This design comes from an exercise in tuning for small area, a short achievable clock period and few clock cycles on the open sky130 flow, not from production work. Only simulation tests tie the RTL to the original design; equivalence was not proved. Power is estimated from default activity; no workload was simulated.

the baseline:
## wzwave_fbs
module wzwave_fbs (
    input  wire        clk,
    input  wire        rst,
    input  wire        in_valid,
    input  wire [7:0]  in_data,
    output wire        in_ready,
    output wire        out_valid,
    input  wire        out_ready,
    output wire        out_hdr,
    output wire        out_last,
    output wire [3:0]  out_type,
    output wire [71:0] out_data
);
Size in the first run: roughly 5,400 cells after synthesis, about 79,000 sq um of cells after synthesis.
==> flow/config.mk <==
export PLATFORM = sky130hd
export DESIGN_NAME = wzwave_fbs
export DESIGN_NICKNAME = wzwave_fbs
export VERILOG_FILES = /design/flow/design.v
export SDC_FILE = /design/flow/constraint.sdc
export NUM_CORES = 4
export LEC_CHECK = 0
export CAP_MARGIN = 20
export CORE_MARGIN = 2
export CORE_UTILIZATION = 40
export SLEW_MARGIN = 20
export SYNTH_HIERARCHICAL = 1
==> flow/constraint.sdc <==
create_clock -name core_clock -period 10.0 [get_ports {clk}]
set_input_delay 2.0000 -clock core_clock [delete_from_list [all_inputs] [get_ports {clk}]]
set_output_delay 2.0000 -clock core_clock [all_outputs]
set_load 0.01 [all_outputs]
standard.sh (not shown) runs the stock make flow with config.mk's settings and CLKGATE_MAP_FILE= SYNTH_SCRIPT=/design/flow/synth_recipe.tcl, a recipe that flattens the netlist after the stock synthesis.
==> flow/flow/run.sh <==
#!/bin/bash
# The standard layout (the standard.sh: ORFS synthesis through finish) with a
# tighter timing-repair target: repair_timing aims at a setup slack of
# SETUP_SLACK_MARGIN ns at the design's clock period, may resize cells across
# footprints, and the port buffers start out as buf_4 cells.
set -euo pipefail
bash standard.sh SETUP_SLACK_MARGIN=6.6 MATCH_CELL_FOOTPRINT=0 \
    "BUFFER_PORTS_ARGS=-buffer_cell sky130_fd_sc_hd__buf_4" finish > standard.log 2>&1
The final layout from the baseline, which completed every stage, passed the timing, design-rule and antenna checks at the end of the flow.
Testbench counts of the baseline, summed over its fixed seeds: cycles 31,867.
[inputs] the candidate vs the baseline
Settings: CTS_CLUSTER_DIAMETER now 60, previously not set; CTS_CLUSTER_SIZE now 24, previously not set.
Notes after the runs:
Ratio of final minimum period to clock period came out lower on the candidate than on the baseline.
Compared with the baseline, the candidate shows a higher non-clock buffer count.
Diff the baseline -> the candidate: clock tree buffer count of the final layout has decreased; number of nets in the layout fell 78.
From the baseline to the candidate the numbers moved as follows: total detailed-routing wirelength went down by 1.2%; final non-filler cell area now sits lower.
Summary — maximum frequency, the candidate relative to the baseline: higher, by about 0.9%.
Sort the candidate and the baseline by combinational fraction of design power, ascending, and the baseline comes first.
Share of synthesized area occupied by flip-flops and latches came out exactly the same in the candidate and the baseline.
From the candidate to the baseline, number of standard-cell rows in the floorplan did not move at all.
Diff the baseline..the candidate | register-to-register slack | negligible

---

wzwave_fbs, a different RTL version from the one above (not shown whole).
Size in the first run: ~5300 cells after synthesis, roughly 2500 flip-flops, roughly 92 I/O pins.
## wzwave_fbs
module wzwave_fbs (
    input  wire        clk,
    input  wire        rst,
    input  wire        in_valid,
    input  wire [7:0]  in_data,
    output wire        in_ready,
    output wire        out_valid,
    input  wire        out_ready,
    output wire        out_hdr,
    output wire        out_last,
    output wire [3:0]  out_type,
    output wire [71:0] out_data
);
export LEC_CHECK = 0
export CAP_MARGIN = 20
export CORE_MARGIN = 2
export CORE_UTILIZATION = 40
export CTS_CLUSTER_DIAMETER = 50
export CTS_CLUSTER_SIZE = 30
export SLEW_MARGIN = 20
export SYNTH_HIERARCHICAL = 1
create_clock -name core_clock -period 10.0 [get_ports {clk}]
==> flow/flow/run.sh <==
#!/bin/bash
# The standard layout (the standard.sh: ORFS synthesis through finish) with a
# tighter timing-repair target: repair_timing aims at a setup slack of
# SETUP_SLACK_MARGIN ns at the design's clock period, may resize cells across
# footprints, and the port buffers start out as buf_4 cells.
set -euo pipefail
bash standard.sh SETUP_SLACK_MARGIN=6.8 MATCH_CELL_FOOTPRINT=0 \
    "BUFFER_PORTS_ARGS=-buffer_cell sky130_fd_sc_hd__buf_4" finish > standard.log 2>&1
The first run completed without violations.
Testbench counts at the start, summed over its fixed seeds: cycles 31,867.
Rerun with:
--- a/flow/flow/run.sh
+++ b/flow/flow/run.sh
@@ -5,4 +5,4 @@
 # footprints, and the port buffers start out as buf_4 cells.
 set -euo pipefail
-bash standard.sh SETUP_SLACK_MARGIN=6.8 MATCH_CELL_FOOTPRINT=0 \
+bash standard.sh SETUP_SLACK_MARGIN=7.0 MATCH_CELL_FOOTPRINT=0 \
     "BUFFER_PORTS_ARGS=-buffer_cell sky130_fd_sc_hd__buf_4" finish > standard.log 2>&1
- CTS_CLUSTER_DIAMETER: 50 -> 60
- CTS_CLUSTER_SIZE: 30 -> 24
- TNS_END_PERCENT: default -> 10
Synthesized area does not change.
Synthesized cell count does not change.
Maximum frequency rises by 0.59%.
Core utilization falls by 0.95 points.
Hold slack improves by 6.9 ps.
Power falls by 4.3%.

---

Starting RTL as in the previous note.
export LEC_CHECK = 0
export CAP_MARGIN = 20
export CORE_MARGIN = 2
export CORE_UTILIZATION = 40
export CTS_CLUSTER_DIAMETER = 60
export CTS_CLUSTER_SIZE = 24
export SLEW_MARGIN = 20
export SYNTH_HIERARCHICAL = 1
create_clock -name core_clock -period 10.0 [get_ports {clk}]
==> flow/flow/run.sh <==
#!/bin/bash
# The standard layout (the standard.sh: ORFS synthesis through finish) with a
# tighter timing-repair target: repair_timing aims at a setup slack of
# SETUP_SLACK_MARGIN ns at the design's clock period, may resize cells across
# footprints, and the port buffers start out as buf_4 cells.
set -euo pipefail
bash standard.sh SETUP_SLACK_MARGIN=6.3 MATCH_CELL_FOOTPRINT=0 \
    "BUFFER_PORTS_ARGS=-buffer_cell sky130_fd_sc_hd__buf_4" finish > standard.log 2>&1
Testbench counts at the start, summed over its fixed seeds: cycles 31,867.
Next try:
--- a/flow/flow/run.sh
+++ b/flow/flow/run.sh
@@ -5,4 +5,4 @@
 # footprints, and the port buffers start out as buf_4 cells.
 set -euo pipefail
-bash standard.sh SETUP_SLACK_MARGIN=6.3 MATCH_CELL_FOOTPRINT=0 \
+bash standard.sh SETUP_SLACK_MARGIN=7.0 MATCH_CELL_FOOTPRINT=0 \
     "BUFFER_PORTS_ARGS=-buffer_cell sky130_fd_sc_hd__buf_4" finish > standard.log 2>&1
After rerunning: Fmax is higher by 1.4%; wire length is higher by 8.5%; die area stays the same; setup slack gets better by 0.049 ns; count of clock-buffer cells in the layout is higher by 15; synthesized cell count does not change; global-route usage is higher by 0.99 points.
Next try:
--- a/flow/flow/run.sh
+++ b/flow/flow/run.sh
@@ -5,4 +5,4 @@
 # footprints, and the port buffers start out as buf_4 cells.
 set -euo pipefail
-bash standard.sh SETUP_SLACK_MARGIN=7.0 MATCH_CELL_FOOTPRINT=0 \
+bash standard.sh SETUP_SLACK_MARGIN=6.8 MATCH_CELL_FOOTPRINT=0 \
     "BUFFER_PORTS_ARGS=-buffer_cell sky130_fd_sc_hd__buf_4" finish > standard.log 2>&1
Settings changed: TNS_END_PERCENT set to 20.
Area after synthesis does not change; clock-buffer cell count came out lower by 5; worst setup slack gains 0.021 ns.
Next try:
Settings changed: CTS_CLUSTER_DIAMETER 60 to 40, CTS_CLUSTER_SIZE 24 to 20, TNS_END_PERCENT 20 to not set.
Effect: Clock power rose by 48%; worst setup slack loses 0.10 ns; global-route usage rose by 0.32 points; sequential share of layout area fell by 3.5 points; clock skew rose by 0.064 ns; sequential power is about the same.

---

try-quartz:
wzwave_fbs again, from the RTL that the note above started with.
## wzwave_fbs
module wzwave_fbs (
    input  wire        clk,
    input  wire        rst,
    input  wire        in_valid,
    input  wire [7:0]  in_data,
    output wire        in_ready,
    output wire        out_valid,
    input  wire        out_ready,
    output wire        out_hdr,
    output wire        out_last,
    output wire [3:0]  out_type,
    output wire [71:0] out_data
);
export LEC_CHECK = 0
export CAP_MARGIN = 20
export CORE_MARGIN = 2
export CORE_UTILIZATION = 40
export CTS_CLUSTER_DIAMETER = 60
export CTS_CLUSTER_SIZE = 24
export SLEW_MARGIN = 20
export SYNTH_HIERARCHICAL = 1
export TNS_END_PERCENT = 5
create_clock -name core_clock -period 10.0 [get_ports {clk}]
==> flow/flow/run.sh <==
#!/bin/bash
# The standard layout (the standard.sh: ORFS synthesis through finish) with a
# tighter timing-repair target: repair_timing aims at a setup slack of
# SETUP_SLACK_MARGIN ns at the design's clock period, may resize cells across
# footprints, and the port buffers start out as buf_4 cells.
set -euo pipefail
bash standard.sh SETUP_SLACK_MARGIN=6.8 MATCH_CELL_FOOTPRINT=0 \
    "BUFFER_PORTS_ARGS=-buffer_cell sky130_fd_sc_hd__buf_4" finish > standard.log 2>&1
try-quartz ran to completion and came out clean on the timing, design-rule and antenna checks.
Testbench counts of try-quartz, summed over its fixed seeds: cycles 31,867.
#### Input delta (try-maple over try-quartz)
-- flow/config.mk --
<<< try-quartz, line 14
export SYNTH_HIERARCHICAL = 1
export TNS_END_PERCENT = 5
>>> try-maple, line 14
export SYNTH_HIERARCHICAL = 1
Findings:
Going from try-quartz to try-maple, number of clock sinks closely matched the old numbers, core outline area shows no meaningful change, post-layout minimum cycle time fell by 0.031 ns.
## Diff of input files: try-cedar against try-maple
-- flow/config.mk --
<<< try-maple, line 14
export SYNTH_HIERARCHICAL = 1
>>> try-cedar, line 14
export SYNTH_HIERARCHICAL = 1
export TNS_END_PERCENT = 50
- try-cedar vs try-maple, initial antenna violation count went down by 1.
- Going from try-maple to try-cedar, the growth of design area from synthesis to finish was found to have gone down by 0.47 points.
- The final-layout worst hold slack in try-cedar was lower than what try-maple gave.
- Re largest fanout of any net on the critical path: no difference whatsoever between try-cedar and try-maple.
- try-cedar and try-maple ended up with roughly the same arrival time at the worst endpoint.
- The wire length of try-cedar falls short of that of try-maple by 0.63%.
- Comparing try-cedar against try-maple, there is no change at all in number of tapcells.
- Cmp try-cedar and try-maple / total routing usage reported by global routing / higher: try-maple
- Normalized max-slew margin (higher): try-cedar
- Between try-cedar and try-maple, the number of post-CTS setup repair buffers is higher for try-maple.
- The worst setup margin of try-cedar was superior to that of try-maple.

[re-timing with driven ports]
The results above use ideal ports. As a check the final layouts listed here were re-extracted and re-timed, cells and wires unchanged. Step 1 (the two cells are an assumption about what drives the block):
set clk [get_ports {clk}]
set_driving_cell -lib_cell sky130_fd_sc_hd__clkbuf_16 $clk
set_driving_cell -lib_cell sky130_fd_sc_hd__buf_2 [delete_from_list [all_inputs] $clk]
Step 2 also shifts input and output timing later by t, the mid clock arrival at the registers, as if the neighbouring blocks saw the same clock. Three values: ideal, step 1, step 2; two values: the first two.
| run | t (ns) | setup WS [ns] | worst setup path at the end | worst data-port slew with drivers (ns) | cell pins on the clock port's net |
|---|---|---|---|---|---|
| the baseline | 0.912 | 6.573 / 6.489 / 5.867 | input to register | 0.05 | 1 |
| the candidate | 0.893 | 6.605 / 6.519 / 5.807 | input to register | 0.05 | 1 |
| the first run of note 2 | 0.887 | 6.523 / 6.442 / 6.180 | input to register | 0.05 | 1 |
| the second run of note 2 | 0.882 | 6.543 / 6.465 / 5.753 | input to register | 0.06 | 1 |
| the first run of note 3 | 0.871 | 6.463 / 6.383 / 5.678 | input to register | 0.06 | 1 |
| the second run of note 3 | 0.871 | 6.512 / 6.435 / 6.274 | input to register | 0.03 | 1 |
| the third run of note 3 | 0.881 | 6.533 / 6.449 / 5.980 | input to register | 0.07 | 1 |
| the fourth run of note 3 | 0.921 | 6.431 / 6.350 / 6.154 | input to register | 0.05 | 1 |
| try-quartz | 0.889 | 6.511 / 6.432 / 5.949 | input to register | 0.07 | 1 |
| try-maple | 0.886 | 6.543 / 6.462 / 6.147 | input to register | 0.05 | 1 |
| try-cedar | 0.872 | 6.548 / 6.466 / 6.170 | input to register | 0.07 | 1 |
After both steps setup and hold are still met in every run listed. The setup slack of the candidate, which loses most, moves by -0.086 ns with the drivers and by -0.798 ns with both steps.
